Context: an optimization exercise on an open-source flow, tuned for small area, a short achievable clock period and few clock cycles. The choices shown serve that exercise and are no tape-out recipe. No run shown here included a check of the RTL's function; only the layout flow was run. Power and IR drop assume default switching activity.

--- config.mk ---
export PLATFORM = sky130hd
export DESIGN_NAME = frame_codec
export DESIGN_NICKNAME = frame_codec
export VERILOG_FILES = /design/flow/design.v
export SDC_FILE = /design/flow/constraint.sdc
export NUM_CORES = 4
export LEC_CHECK = 0
export CAP_MARGIN = 20
export CORE_MARGIN = 2
export CORE_UTILIZATION = 40
export SETUP_SLACK_MARGIN = 3.8
export SLEW_MARGIN = 20
--- constraint.sdc ---
create_clock -name core_clock -period 6.0 [get_ports {clk}]
set_input_delay 1.2000 -clock core_clock [delete_from_list [all_inputs] [get_ports {clk}]]
set_output_delay 1.2000 -clock core_clock [all_outputs]
set_load 0.01 [all_outputs]
--- design.v ---
module frame_serializer (
    input  wire         clk,
    input  wire         rst,
    input  wire         req_valid,
    output reg          req_ready,
    input  wire         op,           
    input  wire         ft,
    input  wire         aw,
    input  wire [31:0]  raw_id,
    input  wire [7:0]   sid_raw,
    input  wire [7:0]   nid_raw,
    input  wire [7:0]   plen,
    input  wire [119:0] pay,
    output reg          tx_valid,
    output reg  [7:0]   tx_data,
    output reg          tx_last,
    input  wire         tx_ready,
    output reg          resp_valid,
    output reg  [2:0]   status,
    output reg  [4:0]   wire_len
);
    localparam [2:0] ST_OK = 3'd0, ST_RANGE = 3'd1, ST_LEN = 3'd2;
    wire        pack_oor = (sid_raw > 8'd31) || (nid_raw > 8'd63);
    wire        id_oor   = op ? pack_oor : (!aw && raw_id[31:16] != 16'd0);
    wire        len_bad  = plen > 8'd15;
    wire [7:0]  a0 = op ? {sid_raw[1:0], nid_raw[5:0]} : raw_id[7:0];
    wire [7:0]  a1 = op ? {5'd0, sid_raw[4:2]}         : raw_id[15:8];
    wire [7:0]  a2 = op ? 8'd0 : raw_id[23:16];
    wire [7:0]  a3 = op ? 8'd0 : raw_id[31:24];
    wire [7:0] cfg = {2'b11, aw, ft, plen[3:0]};
    wire take = tx_valid && tx_ready;
    localparam [1:0] N_CFG = 2'd0, N_ADDR = 2'd1, N_PAY = 2'd2, N_END = 2'd3;
    reg [1:0] nph;
    reg [3:0] nidx;
    reg [7:0] nxt;
    integer i;
    always @(*) begin
        nxt = 8'd0;
        if (nph == N_CFG) nxt = nxt | cfg;
        if (nph == N_ADDR && nidx[1:0] == 2'd0) nxt = nxt | a0;
        if (nph == N_ADDR && nidx[1:0] == 2'd1) nxt = nxt | a1;
        if (nph == N_ADDR && nidx[1:0] == 2'd2) nxt = nxt | a2;
        if (nph == N_ADDR && nidx[1:0] == 2'd3) nxt = nxt | a3;
        for (i = 0; i < 15; i = i + 1)
            if (nph == N_PAY && nidx == i) nxt = nxt | pay[8*i +: 8];
        if (nph == N_END) nxt = nxt | 8'h55;
    end
    wire nxt_end  = (nph == N_END);
    wire addr_lst = (nidx[1:0] == {aw, 1'b1});
    wire pay_lst  = (nidx == plen[3:0] - 4'd1);
    wire no_pay   = (plen[3:0] == 4'd0);
    always @(posedge clk) begin
        if (rst || req_ready) begin
            tx_data <= 8'hAA;
            nph     <= N_CFG;
            nidx    <= 4'd0;
        end else if (take) begin
            tx_data <= nxt;
            case (nph)
                N_CFG:  begin nph <= N_ADDR; nidx <= 4'd0; end
                N_ADDR: if (!addr_lst) nidx <= nidx + 4'd1;
                        else begin nph <= no_pay ? N_END : N_PAY; nidx <= 4'd0; end
                N_PAY:  if (!pay_lst) nidx <= nidx + 4'd1;
                        else nph <= N_END;
                default: ;
            endcase
        end
    end
    always @(posedge clk) begin
        status   <= id_oor ? ST_RANGE : (len_bad ? ST_LEN : ST_OK);
        wire_len <= (id_oor || len_bad) ? 5'd0
                  : (5'd5 + {3'd0, aw, 1'b0} + {1'b0, plen[3:0]});
        if (rst) begin
            req_ready  <= 1'b1;
            tx_valid   <= 1'b0;
            tx_last    <= 1'b0;
            resp_valid <= 1'b0;
        end else begin
            resp_valid <= 1'b0;
            if (req_ready && req_valid) begin
                req_ready <= 1'b0;
                if (id_oor || len_bad) begin
                    resp_valid <= 1'b1;
                    req_ready  <= 1'b1;
                end else begin
                    tx_valid <= 1'b1;
                end
            end else if (take) begin
                tx_last <= nxt_end;
                if (tx_last) begin
                    tx_valid   <= 1'b0;
                    tx_last    <= 1'b0;
                    resp_valid <= 1'b1;
                    req_ready  <= 1'b1;
                end
            end
        end
    end
endmodule
module frame_deserializer (
    input  wire         clk,
    input  wire         rst,
    input  wire         req_valid,
    output reg          req_ready,
    input  wire         rx_valid,
    input  wire [7:0]   rx_data,
    input  wire         rx_timeout,
    output reg          rx_ready,
    output reg          resp_valid,
    output wire [2:0]   status,
    output wire         ft,
    output wire         aw,
    output wire [25:0]  sid,
    output wire [5:0]   nid,
    output wire [3:0]   plen,
    output wire [119:0] pay
);
    reg         st_start, st_cfg, st_addr, st_pay, st_end;
    reg [5:0]   rx_cfg;       
    wire        c_aw  = rx_cfg[5];
    wire [3:0]  c_len = rx_cfg[3:0];
    reg [31:0]  rx_acc;
    reg [1:0]   k;
    reg [3:0]   j;
    reg [119:0] rx_buf;
    reg         st_desync, st_trunc;
    assign status = {st_trunc, st_desync, st_desync};
    assign ft     = rx_cfg[4];
    assign aw     = rx_cfg[5];
    assign plen   = rx_cfg[3:0];
    assign sid    = rx_acc[31:6];
    assign nid    = rx_acc[5:0];
    assign pay    = rx_buf;
    wire is_aa = (rx_data == 8'hAA);
    wire is_55 = (rx_data == 8'h55);
    wire fin = rx_ready && ((st_start && (rx_timeout || (rx_valid && !is_aa)))
                         || ((st_cfg || st_addr || st_pay) && rx_timeout)
                         || (st_end && (rx_valid || rx_timeout)));
    wire addr_last = c_aw ? (k == 2'd3) : (k == 2'd1);
    wire no_pay    = (c_len == 4'd0);
    wire pay_last  = (j == c_len - 4'd1);
    integer i;
    always @(posedge clk) begin
        if (st_cfg)
            rx_cfg <= rx_data[5:0];
        if (st_start)
            rx_acc[31:16] <= 16'd0;
        for (i = 0; i < 4; i = i + 1)
            if (st_addr && k == i)
                rx_acc[8*i +: 8] <= rx_data;
        for (i = 0; i < 15; i = i + 1)
            if (st_pay && j == i)
                rx_buf[8*i +: 8] <= rx_data;
        st_desync <= st_start;
        st_trunc  <= !st_start && !(st_end && rx_valid && is_55);
        if (rst) begin
            req_ready  <= 1'b1;
            rx_ready   <= 1'b0;
            resp_valid <= 1'b0;
        end else begin
            resp_valid <= fin;
            if (req_ready && req_valid) begin
                req_ready <= 1'b0;
                rx_ready  <= 1'b1;
                st_start  <= 1'b1;
                st_cfg    <= 1'b0;
                st_addr   <= 1'b0;
                st_pay    <= 1'b0;
                st_end    <= 1'b0;
            end else if (fin) begin
                rx_ready  <= 1'b0;
                req_ready <= 1'b1;
            end else if (rx_ready && rx_valid) begin
                st_start <= 1'b0;
                st_cfg   <= st_start;
                st_addr  <= st_cfg || (st_addr && !addr_last);
                st_pay   <= (st_addr && addr_last && !no_pay) || (st_pay && !pay_last);
                st_end   <= (st_addr && addr_last && no_pay) || (st_pay && pay_last);
                k        <= st_addr ? k + 2'd1 : 2'd0;
                j        <= st_pay ? j + 4'd1 : 4'd0;
            end
        end
    end
endmodule
module frame_codec (
    input  wire         clk,
    input  wire         rst,
    input  wire         tx_req_valid,
    output wire         tx_req_ready,
    input  wire         tx_op,
    input  wire         tx_ft,
    input  wire         tx_aw,
    input  wire [31:0]  tx_raw_id,
    input  wire [7:0]   tx_sid,
    input  wire [7:0]   tx_nid,
    input  wire [7:0]   tx_plen,
    input  wire [119:0] tx_pay,
    output wire         tx_valid,
    output wire [7:0]   tx_data,
    output wire         tx_last,
    input  wire         tx_ready,
    output wire         tx_resp_valid,
    output wire [2:0]   tx_status,
    output wire [4:0]   tx_wire_len,
    input  wire         rx_req_valid,
    output wire         rx_req_ready,
    input  wire         rx_valid,
    input  wire [7:0]   rx_data,
    input  wire         rx_timeout,
    output wire         rx_ready,
    output wire         rx_resp_valid,
    output wire [2:0]   rx_status,
    output wire         rx_ft,
    output wire         rx_aw,
    output wire [25:0]  rx_sid,
    output wire [5:0]   rx_nid,
    output wire [3:0]   rx_plen,
    output wire [119:0] rx_pay
);
    frame_serializer u_tx (
        .clk(clk), .rst(rst),
        .req_valid(tx_req_valid), .req_ready(tx_req_ready),
        .op(tx_op), .ft(tx_ft), .aw(tx_aw), .raw_id(tx_raw_id),
        .sid_raw(tx_sid), .nid_raw(tx_nid), .plen(tx_plen), .pay(tx_pay),
        .tx_valid(tx_valid), .tx_data(tx_data), .tx_last(tx_last), .tx_ready(tx_ready),
        .resp_valid(tx_resp_valid), .status(tx_status), .wire_len(tx_wire_len)
    );
    frame_deserializer u_rx (
        .clk(clk), .rst(rst),
        .req_valid(rx_req_valid), .req_ready(rx_req_ready),
        .rx_valid(rx_valid), .rx_data(rx_data), .rx_timeout(rx_timeout), .rx_ready(rx_ready),
        .resp_valid(rx_resp_valid), .status(rx_status),
        .ft(rx_ft), .aw(rx_aw), .sid(rx_sid), .nid(rx_nid), .plen(rx_plen), .pay(rx_pay)
    );
endmodule
--- flow/run.sh ---
#!/bin/bash
# Standard layout, with the port buffers made of the smallest buffer cell.
set -euo pipefail
export BUFFER_PORTS_ARGS="-buffer_cell sky130_fd_sc_hd__buf_1"
bash standard.sh > flow_make.log 2>&1
--- standard.sh ---
#!/bin/bash
# synth_recipe.tcl (not shown) runs the flow's synth.tcl, then flattens the netlist and writes it again
# the make line also repeats each setting of config.mk as NAME=value (left out here)
make -C /OpenROAD-flow-scripts/flow DESIGN_CONFIG=/design/flow/config.mk WORK_HOME=/design/flow/orfs CLKGATE_MAP_FILE= SYNTH_SCRIPT=/design/flow/synth_recipe.tcl "${@:-finish}"
==> results of run 1 <==
-- how the worst max path moves through the flow --
stage	start	to	slack [ns]	depth (start not counted)
after global routing	rx_data[4]	u_rx.st_pay$_SDFFCE_PP0P_	3.64	8
after CTS	rx_data[6]	u_rx.k[1]$_SDFFCE_PN0P_	3.67	8
after global placement	tx_plen[0]	u_tx.nidx[3]$_SDFFE_PP0P_	2.85	8
after floorplan	tx_plen[1]	u_tx.nidx[3]$_SDFFE_PP0P_	3.45	7
after detailed placement	tx_plen[0]	u_tx.nidx[3]$_SDFFE_PP0P_	2.83	8
final	tx_plen[1]	u_tx.nidx[3]$_SDFFE_PP0P_	3.70	8
-- Yosys cell counts (8+ instances only) --
cell / count
inv_1: 19
nand2_1: 38
o22ai_1: 9
dfxtp_1: 30
a22oi_1: 14
nand3_1: 11
and3_1: 17
ha_1: 21
nor3_1: 13
clkbuf_1: 18
edfxtp_1: 169
buf_2: 8
nor2_1: 36
nand2b_1: 10
a21oi_1: 15
o21ai_0: 14
xnor2_1: 11
and2_1: 11
mux2i_1: 23
-- state kept, by name, indices dropped and copies added (netlist names), 2 cells and up --
register / count
u_rx.rx_buf: 120
u_rx.rx_acc: 32
u_tx.tx_data: 8
u_rx.rx_cfg: 6
u_tx.wire_len: 5
u_rx.j: 4
u_tx.nidx: 4
u_rx.k: 2
u_tx.nph: 2
u_tx.status: 2
-- report_power, final --
group          total (mW)  leakage, nW  switching, mW  internal [mW]
Clock                1.14        0.289          0.542          0.594
Sequential           1.52         1.81         0.0109           1.51
Combinational       0.213         1.86          0.117         0.0965
Total                2.87         3.96          0.670           2.20
-- through the flow --
stage                     std cells  power (mW)  utilization (%)  worst slack (ns)
after floorplan                 620        1.62                -              3.45
after global routing           1308        2.96             55.5              3.64
after detailed placement       1245        1.73             49.3              2.83
final                          1308        2.87             55.5              3.70
after global placement         1245        1.73             49.3              2.85
after CTS                      1297        2.87             53.9              3.67
-- metal layers --
layer | track usage [%] | vias up
met5 | 0 | -
met4 | 11.2 | 0
met3 | 5.24 | 48
met2 | 45.2 | 383
met1 | 31.1 | 3471
li1 | - | 3201
-- cell type report --
type | count | area (um2) | share of cell area (%)
antenna | 2 | 5.00 | 0.0427
clock buffer | 18 | 429 | 3.67
clock inverter | 14 | 153 | 1.30
inverter | 19 | 96.3 | 0.823
multi-input combinational | 366 | 3000 | 25.6
sequential | 199 | 5690 | 48.6
tap | 275 | 344 | 2.94
timing repair buffer | 415 | 1990 | 17.0
-- logic make-up after synthesis --
group	count (synthesis)	share of synthesized area [%]
flops	199	65.9
simple gates	172	10.6
compound gates	122	10.8
buf+inv	55	2.86
mux	32	4.63
fa+ha+maj	22	3.28
xor+xnor	17	1.90
other cells	1	0.0435
-- timing repair --
| action | in CTS | in global routing |
|---|---|---|
| endpoints found under the hold margin | 0 | 0 |
| buffers inserted | 15 | 9 |
| pin swaps | 11 | 17 |
| setup endpoints to repair | 43 | 79 |
| hold buffers | 0 | 0 |
| cloned | 5 | 0 |
| gates resized for setup | 66 | 82 |
==> tab_implementation.tex, run 1 <==
\begin{tabular}{lr}
\hline
Metric & Value \\
\hline
\multicolumn{2}{l}{\textbf{Worst hold path}} \\
Critical hold path startpoint & u\_tx.req\_ready\$\_SDFFE\_PP1P\_ \\
Endpoint of the worst hold-timing path & u\_tx.nph[0]\$\_SDFFE\_PP0P\_ \\
WHS Path Cells & 1 \\
Path class of the lowest-slack min-delay path & flip-flop to flip-flop \\
\multicolumn{2}{l}{\textbf{Worst setup path}} \\
Number of buffers and inverters on the critical path & 2 \\
Data arrival time of the worst path & 2.67 ns \\
CP required & 6.36 ns \\
WS Path Type & input pin to flip-flop \\
Beginning of the worst register-to-register path & u\_tx.nidx[2]\$\_SDFFE\_PP0P\_ \\
Worst path max stage delay & 0.52 ns \\
Worst path top cell family by delay & simple AND/OR/NAND/NOR gates \\
Crit-path most repeated cell & xnor2\_4 \\
Kind of end point of the critical path & flip-flop \\
Number of cell instances on the worst register-to-register path & 6 \\
Largest fanout on the critical path & 4 \\
Reg2reg setup slack & 3.86 ns \\
Critical-path cell list & buf\_12 > inv\_12 > ha\_4 > xnor2\_4 > xnor2\_4 > o41ai\_4 > or4b\_4 > a21boi\_1 \\
Endpoint of the most critical register-to-register path & u\_tx.tx\_data[6]\$\_SDFFE\_PP0P\_ \\
Kind of start point of the critical path & input pin \\
Slowest stage cell, crit path & or4b\_4 \\
\multicolumn{2}{l}{\textbf{CTS}} \\
H-tree levels & 4 \\
Clock transition time at the flip-flop clock pins of the worst setup and hold paths & 0.07 ns \\
Num CTS Buffers & 17 \\
Root buffer selected by CTS & clkbuf\_16 \\
CTS tree & yes \\
Clock latency on the worst-skew pair & 0.44 ns \\
Number of clock sinks seen by CTS & 199 \\
Max clock buf depth & 2 \\
\multicolumn{2}{l}{\textbf{Yosys}} \\
Main area contributors after synthesis & edfxtp\_1, dfxtp\_1, ha\_1, mux2i\_1, nand2\_1 \\
Number of distinct library cells after synthesis & 72 \\
Number of flops mapped to enable cells by yosys & 169 \\
Prevailing post-synth register cell & edfxtp\_1 \\
Average footprint of a synthesized cell & 13.9 um2 \\
Cell type with the highest aggregate area in the netlist & edfxtp\_1 \\
Async set-or-reset flop fraction in the synthesized netlist & 0\% \\
Syn nets & 836 \\
Post-synth design cell area & 8610 um2 \\
Share of Yosys cell area claimed by the top area cell type & 58.9\% \\
Synth Warn \# & 2 \\
Portion of the post-synthesis area used by sequential elements & 65.9\% \\
Number of synthesized register bits & 199 \\
Number of instances in the synthesized netlist & 620 \\
\multicolumn{2}{l}{\textbf{Timing}} \\
Smallest hold slack & 0.477 ns \\
Total setup violations reported at the end of the flow & 0 \\
Worst Clk Skew & 0.0115 ns \\
Share of the clock period used by the worst path & 38.4\% \\
Slew Limit Fails & 0 \\
Hold violation count in the final report & 0 \\
Tightest slew margin relative to the limit & 41.2\% \\
Min Clock Period, post-route & 2.30 ns \\
Sum of negative setup slack & 0 ns \\
Unrepaired setup endpoints after global routing & yes \\
Transition time at the pin with the least slew margin & 0.878 ns \\
Max Freq & 0.434 GHz \\
\multicolumn{2}{l}{\textbf{Global route}} \\
Overflow left after global routing & 0 \\
Antenna violations before repair & 2 \\
Total GRT Usage & 25.9\% \\
First-pass GRT wire length & 42.2 mm \\
Pin count of the biggest net entering global routing & 38 \\
Vias in the first global route & 6890 \\
\multicolumn{2}{l}{\textbf{Layout}} \\
Final non-filler cell area & 11700 um2 \\
Top library cells by usage in the layout, fill and taps aside & buf\_1, edfxtp\_1, clkbuf\_2, nor2\_1, nand2\_1 \\
Count of filler cells inserted in the layout & 1856 \\
Share of post-route cells with drive strength above 1 & 18.4\% \\
Final net count & 1234 \\
Commonest non-fill, non-tap cell in the layout & buf\_1 \\
Synth-to-Final Area Change & 35.9\% \\
\multicolumn{2}{l}{\textbf{Drt}} \\
Met3 routed wirelength & 2.05 mm \\
Initial DRC Count & 528 \\
Antenna-violating nets left & 0 \\
Highest metal layer with signal wires & met4 \\
Final routed DRC violation total & 0 \\
Routed met1 length & 11.5 mm \\
Drt first pass iters & 5 \\
Routed via count & 7103 \\
Post-detailed-route wirelength per cell & 23.1 um \\
Vias per std cell & 5.43 \\
DR WL met2 & 15.5 mm \\
Routed wire length & 30.2 mm \\
\multicolumn{2}{l}{\textbf{Pwr}} \\
Leakage power & 3.96 nW \\
Power per cell area & 245 nW/um2 \\
Peak ir drop on the vdd network & 0.175 mV \\
\multicolumn{2}{l}{\textbf{Floorplan}} \\
Core region area & 21100 um2 \\
Number of primary I/O pins & 378 \\
Die footprint & 22700 um2 \\
Die outline height & 151 um \\
Effective utilization at floorplan & 40.8\% \\
Width of the die & 151 um \\
Std cell rows & 53 \\
\multicolumn{2}{l}{\textbf{Placement}} \\
Standard cell area after detailed placement & 10400 um2 \\
Final GP Congestion & 0.899 \\
Number of buffer cells added on primary ports & 376 \\
Placed wire-length estimate after detailed placement & 21.5 mm \\
\multicolumn{2}{l}{\textbf{Status}} \\
Run status & timing/DRC/antenna clean \\
\multicolumn{2}{l}{\textbf{Job}} \\
Max-cap viol count & 0 \\
\hline
\end{tabular}
==> run 2: changes to the inputs <==
--- a/config.mk
+++ b/config.mk
@@ -10,3 +10,3 @@
 export CORE_UTILIZATION = 40
-export SETUP_SLACK_MARGIN = 3.8
+export SETUP_SLACK_MARGIN = 3.7
 export SLEW_MARGIN = 20
==> run 2 against run 1 <==
  * Count of clock-buffer cells in the layout is 1 lower
  * Wire length is 3.5% lower
  * Largest cell class unchanged
  * Critical path type unchanged
  * Largest power group unchanged
  * Still clean
  * Fmax decreased by 1.2%
  * Area after synthesis stayed put
==> tab_implementation.tex, run 2 <==
\begin{tabular}{lr}
\hline
Metric & Value \\
\hline
\multicolumn{2}{l}{\textbf{Yosys}} \\
Main area contributors after synthesis & edfxtp\_1, dfxtp\_1, ha\_1, mux2i\_1, nand2\_1 \\
Prevailing post-synth register cell & edfxtp\_1 \\
Async set-or-reset flop fraction in the synthesized netlist & 0\% (unchanged) \\
Average footprint of a synthesized cell & 13.9 um2 (unchanged) \\
Library cell with the highest instance count after synthesis & edfxtp\_1 \\
Number of instances in the synthesized netlist & 620 (unchanged) \\
Cell type with the highest aggregate area in the netlist & edfxtp\_1 \\
Number of synthesized register bits & 199 (unchanged) \\
Synth Warn \# & 2 (unchanged) \\
Number of flops mapped to enable cells by yosys & 169 (unchanged) \\
Portion of the post-synthesis area used by sequential elements & 65.9\% (unchanged) \\
Post-synth design cell area & 8610 um2 (unchanged) \\
Syn nets & 836 (unchanged) \\
List of most frequent post-synthesis cells & edfxtp\_1, nand2\_1, nor2\_1 \\
Share of Yosys cell area claimed by the top area cell type & 58.9\% (unchanged) \\
Number of distinct library cells after synthesis & 72 (unchanged) \\
\multicolumn{2}{l}{\textbf{Floorplan}} \\
Die outline height & 151 um (unchanged) \\
Number of primary I/O pins & 378 (unchanged) \\
Effective utilization at floorplan & 40.8\% (unchanged) \\
Die footprint & 22700 um2 (unchanged) \\
Core region area & 21100 um2 (unchanged) \\
Std cell rows & 53 (unchanged) \\
Width of the die & 151 um (unchanged) \\
\multicolumn{2}{l}{\textbf{Timing}} \\
Max Freq & 0.429 GHz (-1.2\%) \\
Total setup violations reported at the end of the flow & 0 (unchanged) \\
Min Clock Period, post-route & 2.33 ns (+0.0269 ns) \\
Unrepaired setup endpoints after global routing & yes \\
Hold violation count in the final report & 0 (unchanged) \\
Sum of negative setup slack & 0 ns (unchanged) \\
Tightest slew margin relative to the limit & 30.8\% (-10 points) \\
Smallest hold slack & 0.482 ns (+0.00419 ns) \\
Slew Limit Fails & 0 (unchanged) \\
Worst Clk Skew & 0.0172 ns (+0.00568 ns) \\
Share of the clock period used by the worst path & 38.8\% (+0.45 points) \\
PnR worst setup slack & 3.67 ns (-0.0269 ns) \\
Transition time at the pin with the least slew margin & 1.03 ns (+0.152 ns) \\
\multicolumn{2}{l}{\textbf{CTS}} \\
Clock transition time at the flip-flop clock pins of the worst setup and hold paths & 0.08 ns (about the same) \\
Root buffer selected by CTS & clkbuf\_16 \\
Num CTS Buffers & 17 (unchanged) \\
Number of clock sinks seen by CTS & 199 (unchanged) \\
H-tree levels & 4 (unchanged) \\
Max clock buf depth & 2 (unchanged) \\
CTS tree & yes \\
Clock latency on the worst-skew pair & 0.45 ns (about the same) \\
\multicolumn{2}{l}{\textbf{Layout}} \\
Commonest non-fill, non-tap cell in the layout & buf\_1 \\
Count of filler cells inserted in the layout & 1875 (+1.0\%) \\
Share of post-route cells with drive strength above 1 & 11.9\% (-6.6 points) \\
Register containing the most flip-flops in the final layout & u\_rx.rx\_buf \\
Final net count & 1222 (-0.97\%) \\
Flip-flop count of the largest register, all copies and words added & 120 (unchanged) \\
Synth-to-Final Area Change & 32.9\% \\
Top library cells by usage in the layout, fill and taps aside & buf\_1, edfxtp\_1, nor2\_1, nand2\_1, dfxtp\_1 \\
Regs by FF count & u\_rx.rx\_buf x120, u\_rx.rx\_acc x32, u\_tx.tx\_data x8 \\
\multicolumn{2}{l}{\textbf{Placement}} \\
Placed wire-length estimate after detailed placement & 21.1 mm (-1.9\%) \\
Number of buffer cells added on primary ports & 376 (unchanged) \\
Worst slack after detailed placement & 2.82 ns (-0.00723 ns) \\
Final GP Congestion & 0.945 (+5.1\%) \\
\multicolumn{2}{l}{\textbf{Worst setup path}} \\
Critical-path cell list & buf\_1 > xnor2\_1 > xnor2\_2 > o41ai\_4 > or4b\_1 > a21boi\_1 \\
Worst path max stage delay & 0.53 ns (about the same) \\
Kind of start point of the critical path & input pin \\
Setup crit start & tx\_plen[3] \\
Data arrival time of the worst path & 2.70 ns (+0.03 ns) \\
Kind of end point of the critical path & flip-flop \\
WS Path Type & input pin to flip-flop \\
Slowest stage cell, crit path & or4b\_1 \\
CP required & 6.38 ns (+0.02 ns) \\
Beginning of the worst register-to-register path & u\_tx.nidx[0]\$\_SDFFE\_PP0P\_ \\
Largest fanout on the critical path & 5 (+1) \\
\multicolumn{2}{l}{\textbf{Drt}} \\
Final routed DRC violation total & 0 (unchanged) \\
Initial DRC Count & 530 (+0.38\%) \\
Post-detailed-route wirelength per cell & 22.5 um (-2.6\%) \\
Antenna-violating nets left & 0 (unchanged) \\
Vias per std cell & 5.37 (-1.2\%) \\
Routed via count & 6955 (-2.1\%) \\
Drt first pass iters & 6 (+1) \\
Routed wire length & 29.1 mm (-3.5\%) \\
\multicolumn{2}{l}{\textbf{Pwr}} \\
Power per cell area & 251 nW/um2 (+2.5\%) \\
Leakage power & 3.76 nW (-4.9\%) \\
Peak ir drop on the vdd network & 0.170 mV (-2.9\%) \\
\multicolumn{2}{l}{\textbf{Job}} \\
Max-cap viol count & 0 (unchanged) \\
\multicolumn{2}{l}{\textbf{Global route}} \\
Vias in the first global route & 6625 (-3.8\%) \\
First-pass GRT wire length & 40.9 mm (-3.1\%) \\
Total GRT Usage & 25.1\% (-0.80 points) \\
Pin count of the biggest net entering global routing & 38 (unchanged) \\
Antenna violations before repair & 2 (unchanged) \\
Overflow left after global routing & 0 (unchanged) \\
\multicolumn{2}{l}{\textbf{Status}} \\
Run status & timing/DRC/antenna clean \\
\multicolumn{2}{l}{\textbf{Worst hold path}} \\
Critical hold path startpoint & u\_tx.req\_ready\$\_SDFFE\_PP1P\_ \\
Path class of the lowest-slack min-delay path & flip-flop to flip-flop \\
\hline
\end{tabular}
==> run 2: cells by family (layout without fill, tap and decap cells) <==
kind of cell / Yosys count / in the layout / synth area share, %
xor gates and xnor gates: 17 / 17 / 1.90
muxes: 32 / 32 / 4.63
buffers and inverters: 55 / 454 / 2.86
and+or+nand+nor: 172 / 172 / 10.6
DFF: 199 / 199 / 65.9
adders and majority gates: 22 / 22 / 3.28
other: 1 / 3 / 0.0435
AOI/OAI and AO/OA: 122 / 122 / 10.8
==> run 2: report_power, final <==
group / switching (mW) / internal [mW] / leakage [nW] / total [mW]
Sequential: 0.0108 / 1.51 / 1.80 / 1.52
Clock: 0.584 / 0.569 / 0.298 / 1.15
Combinational: 0.110 / 0.0896 / 1.66 / 0.200
Total: 0.705 / 2.17 / 3.76 / 2.88
==> run 2: layout make-up <==
class / instances / area, um2 / share of cell area [%]
Sequential cell: 199 / 5680 / 49.6
Multi-Input combinational cell: 366 / 2880 / 25.1
Clock buffer: 17 / 425 / 3.72
Tap cell: 275 / 344 / 3.01
Clock inverter: 15 / 194 / 1.69
Inverter: 19 / 96.3 / 0.842
Timing Repair Buffer: 403 / 1820 / 15.9
Antenna cell: 2 / 5.00 / 0.0437
==> run 2: final timing paths <==
kind              cells past startpoint                      endpoint  slack, ns
setup reg to reg                      7  u_tx.tx_data[1]$_SDFFE_PP1P_       3.82
setup / recovery                      6     u_tx.nidx[3]$_SDFFE_PP0P_       3.67
hold / removal                        1      u_tx.nph[0]$_SDFFE_PP0P_       0.48
hold reg to reg                       1      u_tx.nph[0]$_SDFFE_PP0P_       0.48
==> run 2: timing repair <==
action,CTS,global route
cloned,5,0
hold buffers,0,0
setup buffers,9,2
pin swaps,6,9
endpoints found under the hold margin,0,0
endpoints found under the setup margin,26,21
gates resized for setup,39,23
==> run 2: metrics by stage <==
stage / utilization (%) / cells / total power [mW] / area, um2
finish: 54.3 / 1296 / 2.88 / 11400
global route: 54.3 / 1296 / 2.96 / 11400
CTS: 53.8 / 1292 / 2.89 / 11300
detailed placement: 49.4 / 1246 / 1.72 / 10400
global placement: 49.4 / 1246 / 1.72 / 10400
floorplan: - / 620 / 1.62 / 8760
==> run 2: layer usage <==
layer  up-vias  global-route usage (%)  part of all wire, %  wire length (um)
li1       3179                       -                    -                 -
met1      3343                    30.7                   39             11200
met2       377                    43.6                   51             14900
met3        56                    4.70                  6.6              1930
met4         0                    10.5                  3.7              1070
met5         -                       0                    0                 0
==> run 2: worst max-delay path: cells and delay by family <==
| family | cells | cell delay, ns |
|---|---|---|
| AO/OA/AOI/OAI | 2 | 0.28 |
| XOR/XNOR | 2 | 0.44 |
| buffers and inverters | 1 | 0.26 |
| AND/OR/NAND/NOR | 1 | 0.53 |

[static timing again, ports no longer ideal]
In the flow no input, the clock included, has a driving cell. The finished layouts below were timed again as built, in two steps.
Step 1 (the two cells are an assumption about what drives the block):
set clk [get_ports {clk}]
set_driving_cell -lib_cell sky130_fd_sc_hd__clkbuf_16 $clk
set_driving_cell -lib_cell sky130_fd_sc_hd__buf_2 [delete_from_list [all_inputs] $clk]
Step 2 adds t to the input delays and takes it off the output delays; t is the mean of the earliest and latest rising clock arrival at the registers after step 1. Input paths then give back, and output paths get back, about the clock's delay inside the block.
Slacks: ideal / step 1 / step 2; pairs: ideal / step 1.
run | t, ns | setup WS [ns] | clock arrival spread, ns
run 1 | 0.477 | 3.698 / 3.676 / 3.199 | 0.015 / 0.015
run 2 | 0.482 | 3.671 / 3.688 / 3.211 | 0.018 / 0.017
After both steps setup and hold are still met in every run listed. The setup slack of run 1, which loses most, moves by -0.022 ns with the drivers and by -0.499 ns with both steps.
